From an optimization exercise on the open Yosys and OpenROAD flow, aimed at small area, a short achievable clock period and few clock cycles per item; shortcuts taken in it are not production practice.
For this run, only the layout was checked, not whether the RTL still works.
Power and IR drop assume default switching activity.

### design/flow/run.sh
#!/bin/bash
# synth_recipe.tcl (not shown) runs the flow's synth.tcl, then flattens the netlist and writes it again
# the make line also repeats each setting of config.mk as NAME=value (left out here)
make -C /OpenROAD-flow-scripts/flow DESIGN_CONFIG=/design/flow/config.mk WORK_HOME=/design/flow/orfs CLKGATE_MAP_FILE= SYNTH_SCRIPT=/design/flow/synth_recipe.tcl finish
### design/flow/config.mk
export PLATFORM = sky130hd
export DESIGN_NAME = emrka_top
export DESIGN_NICKNAME = emrka_top
export VERILOG_FILES = /design/flow/design.v
export SDC_FILE = /design/flow/constraint.sdc
export NUM_CORES = 4
export LEC_CHECK = 0
export ABC_CLOCK_PERIOD_IN_PS = 3000
export CAP_MARGIN = 20
export CORE_MARGIN = 2
export CORE_UTILIZATION = 40
export PLACE_DENSITY = 0.6
export SETUP_SLACK_MARGIN = 2.4
export SLEW_MARGIN = 20
### design/flow/design.v
module emrka_top (
    input  wire        clk,
    input  wire        rst_n,
    input  wire        sel,
    input  wire        wr,
    input  wire [4:0]  addr,
    input  wire [1:0]  size,
    input  wire [31:0] wdata,
    output reg  [31:0] rdata,
    output reg         err
);
    localparam [2:0] R_KEY_LO  = 3'd0,
                     R_KEY_HI  = 3'd1,
                     R_DIN_LO  = 3'd2,
                     R_DIN_HI  = 3'd3,
                     R_DOUT_LO = 3'd4,
                     R_DOUT_HI = 3'd5,
                     R_CTRL    = 3'd6,
                     R_STATUS  = 3'd7;
    reg [63:0] key_q;
    reg [63:0] din_q;
    reg [63:0] dout_q;
    reg        busy_q;
    reg        done_q;
    reg        err_cmd_q;
    reg        err_busy_q;
    reg [31:0] h_q;
    reg [31:0] l_q;       
    reg [5:0]  i_q;       
    reg [4:0]  p_q;       
    reg [7:0]  rs_q;      
    reg        mode_q;    
    wire       admit  = (size == 2'b10) && (addr[1:0] == 2'b00);
    wire [2:0] reg_ix = addr[4:2];
    wire       do_wr  = sel && admit &&  wr;
    wire wr_droppable = (reg_ix != R_DOUT_LO) && (reg_ix != R_DOUT_HI) &&
                        (reg_ix != R_STATUS);
    wire busy_drop = do_wr && busy_q && wr_droppable;
    wire wr_ok     = do_wr && !busy_q;
    wire cmd_hi0   = (wdata[31:2] == 30'd0);
    wire cmd_write = wr_ok && (reg_ix == R_CTRL);
    wire start     = cmd_write && cmd_hi0 && (wdata[1] ^ wdata[0]);
    wire cmd_bad   = cmd_write && !(cmd_hi0 && !(wdata[1] && wdata[0]));
    wire st_write  = do_wr && (reg_ix == R_STATUS);
    always @(*) begin
        rdata = 32'h0000_0000;
        err   = 1'b0;
        if (sel) begin
            if (!admit) begin
                err = 1'b1;
            end else if (!wr) begin
                case (reg_ix)
                    R_DIN_LO:  rdata = din_q[31:0];
                    R_DIN_HI:  rdata = din_q[63:32];
                    R_DOUT_LO: rdata = dout_q[31:0];
                    R_DOUT_HI: rdata = dout_q[63:32];
                    R_STATUS:  rdata = {28'd0, err_busy_q, err_cmd_q, done_q, busy_q};
                    default:   rdata = 32'h0000_0000;
                endcase
            end
        end
    end
    wire [4:0]  p   = p_q;
    wire [31:0] la  = l_q + {27'd0, p};           
    wire [31:0] hn;                               
    add3 u_add (.a(h_q), .b(l_q), .c(p), .s(hn));
    wire [31:0] lr  = ({32{rs_q[0]}} & {la[30:0], la[31]})
                    | ({32{rs_q[1]}} & {la[2:0],  la[31:3]})
                    | ({32{rs_q[2]}} & {la[27:0], la[31:28]})
                    | ({32{rs_q[3]}} & {la[23:0], la[31:24]})
                    | ({32{rs_q[4]}} & {la[14:0], la[31:15]})
                    | ({32{rs_q[5]}} & {la[19:0], la[31:20]})
                    | ({32{rs_q[6]}} & {la[28:0], la[31:29]})
                    | ({32{rs_q[7]}} & {la[17:0], la[31:18]});
    wire [31:0] xn  = lr ^ hn;                    
    wire [63:0] t_start = din_q ^ (wdata[1] ? key_q : 64'd0);
    wire        fin     = i_q[5];
    wire [31:0] wd_r  = wdata & {32{rst_n}};
    wire        we_kl = !rst_n || (wr_ok && reg_ix == R_KEY_LO);
    wire        we_kh = !rst_n || (wr_ok && reg_ix == R_KEY_HI);
    wire        we_dl = !rst_n || (wr_ok && reg_ix == R_DIN_LO);
    wire        we_dh = !rst_n || (wr_ok && reg_ix == R_DIN_HI);
    wire        we_do = !rst_n || (busy_q && fin);
    wire [63:0] res   = ({h_q, la} ^ (mode_q ? key_q : 64'd0)) & {64{rst_n}};
    always @(posedge clk) begin
        if (we_kl) key_q[31:0]  <= wd_r;
        if (we_kh) key_q[63:32] <= wd_r;
        if (we_dl) din_q[31:0]  <= wd_r;
        if (we_dh) din_q[63:32] <= wd_r;
        if (we_do) dout_q       <= res;
    end
    always @(posedge clk) begin
        if (!rst_n) begin
            busy_q     <= 1'b0;
            done_q     <= 1'b0;
            err_cmd_q  <= 1'b0;
            err_busy_q <= 1'b0;
        end else begin
            if (busy_drop)
                err_busy_q <= 1'b1;
            if (cmd_bad)
                err_cmd_q <= 1'b1;
            if (st_write) begin
                if (wdata[1]) done_q     <= 1'b0;
                if (wdata[2]) err_cmd_q  <= 1'b0;
                if (wdata[3]) err_busy_q <= 1'b0;
            end
            if (start) begin
                busy_q <= 1'b1;
                done_q <= 1'b0;
            end
            if (busy_q && fin) begin
                busy_q <= 1'b0;
                done_q <= 1'b1;
            end
        end
    end
    always @(posedge clk) begin
        if (!busy_q) begin
            h_q     <= t_start[63:32];
            l_q     <= t_start[31:0];
            i_q     <= 6'd0;
            p_q     <= 5'd0;
            rs_q    <= 8'd1;
            mode_q  <= wdata[1];
        end else begin
            h_q     <= hn;
            l_q     <= xn;
            i_q     <= i_q + 6'd1;
            p_q     <= i_q[4:0];
            rs_q    <= {rs_q[6:0], rs_q[7]};
        end
    end
endmodule
module add3 (
    input  wire [31:0] a,
    input  wire [31:0] b,
    input  wire [4:0]  c,
    output wire [31:0] s
);
    wire [31:0] cz = {27'd0, c};
    wire [31:0] s0 = a ^ b ^ cz;
    wire [31:0] c0 = {(a[30:0] & b[30:0]) | (a[30:0] & cz[30:0]) | (b[30:0] & cz[30:0]), 1'b0};
    wire [31:0] g0 = s0 & c0;
    wire [31:0] p0 = s0 ^ c0;
    reg  [31:0] g [0:5];
    reg  [31:0] t [0:5];
    integer k, i;
    always @(*) begin
        g[0] = g0;
        t[0] = p0;
        for (k = 0; k < 5; k = k + 1) begin
            for (i = 0; i < 32; i = i + 1) begin
                if (((i >> k) & 1) == 1) begin
                    g[k+1][i] = g[k][i] | (t[k][i] & g[k][((i >> k) << k) - 1]);
                    t[k+1][i] = t[k][i] & t[k][((i >> k) << k) - 1];
                end else begin
                    g[k+1][i] = g[k][i];
                    t[k+1][i] = t[k][i];
                end
            end
        end
    end
    assign s = p0 ^ {g[5][30:0], 1'b0};
endmodule
### design/flow/constraint.sdc
create_clock -name core_clock -period 5.5 [get_ports {clk}]
set_input_delay 1.1000 -clock core_clock [delete_from_list [all_inputs] [get_ports {clk}]]
set_output_delay 1.1000 -clock core_clock [all_outputs]
set_load 0.01 [all_outputs]
==> summary.txt <==
- Maximum number of pins on one net before global-route repair: roughly 90
- Critical setup path kind: reg -> reg
- Count of pins on the block boundary: 76
- Filler Cell Count: between 3000 and 4000
- Final min period: approximately 3600 ps
- Top layer reached by signal wires: met4
- Placed insts: between 2000 and 2500
- Synth Net Count: approximately 1700
- WP buf/inv: 1
- Commonest non-fill, non-tap cell in the layout: nand2_1
- Met3 routed wirelength: between 5 and 6 mm
- Insertion delay to the later sink of the worst-skew pair: between 500 and 600 ps
- Routed len/inst: roughly 25 um
- Synth warn: 4
- Congestion Overflow GR: 0
- Most used flip-flop cell after synthesis: edfxtp_1
- Total Routed Length: roughly 59 mm
- Antenna violations before repair: 0
- Worst Hold End: i_q[0]
- Area leader, netlist: edfxtp_1
- Status: complete, no violations
- Detailed-placement wirelength estimate: approximately 36 mm
- Cell repeated most along the worst path: a211oi_4
- PwrDens: approximately 330 nW/um2
- CTS clk-pin slew, worst paths: about 60 ps
- Wire length of the first global-routing pass: between 80 and 90 mm
- CTS HTree Levels: 1
- Post-synthesis mux area share: 0.003979
- Chip Height: slightly above 200 um
- Cells after synthesis: 1620
- Slowest cell on crit path: fa_1
- Reg-to-reg startpoint: h_q[2]
- Setup clock skew after layout: ~10 ps
- Mean post-synth cell area: about 10 um2
- Total length of routed met2 wires: 26.62 mm
- Std cell rows: 74
- Fraction of the mapped netlist area in compound gates: 0.1831
- Cells along the critical path: fa_1, ha_4, a211oi_4, o211ai_1, buf_4, a211oi_4, o31ai_4, o41ai_2, xnor2_1, or4_1, a31o_2
- Critical path arrival: between 4000 and 5000 ps
- Final cell count without fillers: ~2300
- Xor-xnor portion of the synthesized cell area: 0.08143
- DRT Pass-1 Iters: 12
- Crit path max-delay family: compound AO/OA/AOI/OAI gates
- Hold Crit Depth: 1
- Number of maximum-capacitance constraint violations: 0
- Setup crit start kind: register
- Number of diodes added for antenna fixing: 0
- Static leakage: approximately 8 nW
- Worst relative slew slack: 0.2691
- Final core utilization: 0.5324
- Initial cell density of the core: 0.4032
- Area enclosed by the die boundary: about 43000 um2
- FF-to-FF setup slack: around 1900 ps
- Post-synthesis register bit count: 280
- Root Driver: clkbuf_16
- Largest fanout on the critical path: 2
- Post-CTS Hold Fix Bufs: 0
- Worst R2R End: l_q[26]
- Peak Freq: ~280 MHz
- Chip width: roughly 210 um
- Worst-Margin Slew: between 1000 and 1500 ps
- Vias after detailed routing: roughly 14000
- Initial drt markers: ~1800
- Post-synthesis adder-cell area fraction: 0.06046
- Launch point of the worst hold path: i_q[0]
- Final worst-path cycle share: 0.6532
- Required time at the worst-slack endpoint: 5970 ps
- Largest cells by area after synthesis: edfxtp_1 (35%), dfxtp_1 (11%), ha_1 (4.8%)
- Final layout net count: 1901
- Combinational family with the most area after synthesis: compound AO/OA/AOI/OAI gates
- Total setup violations reported at the end of the flow: 0
- Final hold vios: 0
- Vias in the first global route: 13860
- Maximum count of clock buffers along a single path: 3
- Post-Syn Area: 16350 um2
- Setup crit end kind: register
- Number of sinks handled by clock tree synthesis: 280
- HP Class: reg -> reg
- RSZ-0062 raised after global routing: true
- Number of flops mapped to enable cells by yosys: between 150 and 200
- Maximum VDD drop: between 0.0002 and 0.0003 V
- Proportion of netlist area held by the largest area contributor: 0.3545
- Unique masters post-synth: 78
- Total CTS buffers: 30
- Vias per Instance: 6.184
- Crit path largest cell delay: 600 ps
- Number of port buffers: 75
- Core region area: 40550 um2
- GPL Wtd Cong: ~0.92
- Detailed-route wire length on metal 1: roughly 24 mm
- Share of flip-flops with an asynchronous set or reset after synthesis: 0
- Post-synthesis simple-gate area fraction: 0.1787
- Layout cell share with drive strength beyond 1: 0.2742
- TritonCTS clock tree: done
- Worst-case reg-to-reg path depth: 11
- Number of pins with negative max-slew slack in the final report: 0
- Area grow syn2layout: 32.05%
- Total negative slack: 0 ps
- Global router's overall resource usage: 0.2617
- Portion of the post-synthesis area used by sequential elements: 0.4610
- Post-detailed-route count of antenna-violating nets: 0
- Highest-count cells in the layout ignoring fill and taps: nand2_1 (198), edfxtp_1 (193), buf_4 (110)
- DRC errors left: 0
-- registers in the layout, indices dropped and copies added, names as in the netlist --
name        count
din_q          64
p_q             5
err_cmd_q       1
rs_q            8
h_q            32
mode_q          1
i_q             6
done_q          1
l_q            32
err_busy_q      1
dout_q         64
busy_q          1
key_q          64
-- kinds of logic (layout without fill, tap and decap cells) --
group	after synthesis	count (layout)
flops	280	280
xor+xnor	152	152
buf+inv	131	320
simple gates	560	560
mux	6	6
fa+ha+maj	73	73
compound gates	418	418
-- per-stage QoR --
| step | hold slack (ps) | total power [mW] | setup slack [ps] | area (um2) |
|---|---|---|---|---|
| after floorplan | 410.0 | 3.868 | 1928 | 17120 |
| after global placement | 429.7 | 4.373 | 721.7 | 18280 |
| after detailed placement | 432.6 | 4.405 | 649.8 | 18290 |
| after CTS | 455.1 | 6.969 | 1929 | 20590 |
| after global routing | 492.8 | 7.470 | 1827 | 21590 |
| final | 465.9 | 7.199 | 1908 | 21590 |
-- where the power goes --
| group | internal, mW | switching (mW) |
|---|---|---|
| clock | 1.32 | 0.876 |
| sequential | 2.48 | 0.196 |
| combinational | 1.05 | 1.27 |
| total | 4.85 | 2.35 |
-- layer usage --
layer | GRT usage | vias to the layer above
li1 | - | 6442
met1 | 0.3575 | 7048
met2 | 0.4180 | 806
met3 | 0.04305 | 180
met4 | 0.09643 | 0
met5 | 0 | -
-- repair_timing --
| item | CTS | global route |
|---|---|---|
| setup buffers | 78 | 28 |
| endpoints found under the setup margin | 144 | 87 |
| resized for setup | 332 | 136 |
| cloned | 4 | 8 |
| hold endpoints to repair | 0 | 0 |
| pin swaps | 103 | 80 |
-- cell usage after synthesis, drive strengths merged (5+ instances only) --
cell / instances
and2: 90
a31oi: 8
or4: 6
clkbuf: 93
nor2: 53
and4: 12
a21oi: 78
fa: 10
a211o: 6
nand3: 49
a2111oi: 7
buf: 13
nand2b: 8
a211oi: 19
and3b: 29
xor2: 63
o211ai: 6
nor4b: 5
or2: 8
inv: 24
o31ai: 11
a21o: 14
edfxtp: 193
a221oi: 14
nor2b: 6
a22o: 23
dfxtp: 87
nand4: 22
a22oi: 80
nor4: 16
ha: 63
o21a: 11
xnor2: 89
a31o: 7
nand2: 208
a221o: 7
o21ai: 62
nor3: 20
and3: 15
a222oi: 29
-- layout make-up --
type,instances,area (um2),area share
Multi-Input combinational cell,1209,9839,0.4558
Sequential cell,280,7561,0.3502
Timing Repair Buffer,239,2376,0.1101
Clock buffer,37,808.3,0.03744
Tap cell,532,665.6,0.03083
Clock inverter,19,245.2,0.01136
Inverter,25,93.84,0.004347
-- worst max path at each step --
| stage | from | end | slack (ps) | cells past startpoint |
|---|---|---|---|---|
| 6_report | h_q[2] | l_q[26] | 1910 | 11 |
| 5_1_grt | h_q[2] | l_q[23] | 1830 | 13 |
| 4_1_cts | addr[4] | rdata[28] | 1930 | 7 |
| 3_5_place_dp | addr[4] | rdata[30] | 650 | 7 |
| 3_3_place_gp | addr[4] | rdata[30] | 720 | 7 |
| 2_1_floorplan | size[0] | key_q[0] | 1930 | 3 |
-- worst reg2reg max path, delay by kind of cell, from the launching register on --
family	cells	cell delay [ps]
fa+ha+maj	2	830
buf+inv	1	180
flops	1	330
simple gates	1	530
compound gates	6	1470
xor+xnor	1	140

what the ideal ports hide:
The flow's constraints put no driver on any port. The routed layout listed below was extracted and timed again, unchanged, in two steps.
Step 1: set_driving_cell puts a clkbuf_16 on clk and a buf_2 on each other input, an assumption about the parent block.
Step 2, shift: input delay + t, output delay - t, t = (earliest + latest rising clock arrival at the registers) / 2. This alone moves slack from input paths to output paths.
Three values: ideal, step 1, step 2; two values: the first two.
shift t [ns]: 0.629
slack for setup (ns): 1.908 / 1.865 / 1.865
worst setup path after step 2: input to output
latest minus earliest clock arrival (ns): 0.010 / 0.010
After both steps setup and hold are still met in this run. The setup slack of this run moves by -0.043 ns with the drivers and by -0.043 ns with both steps.
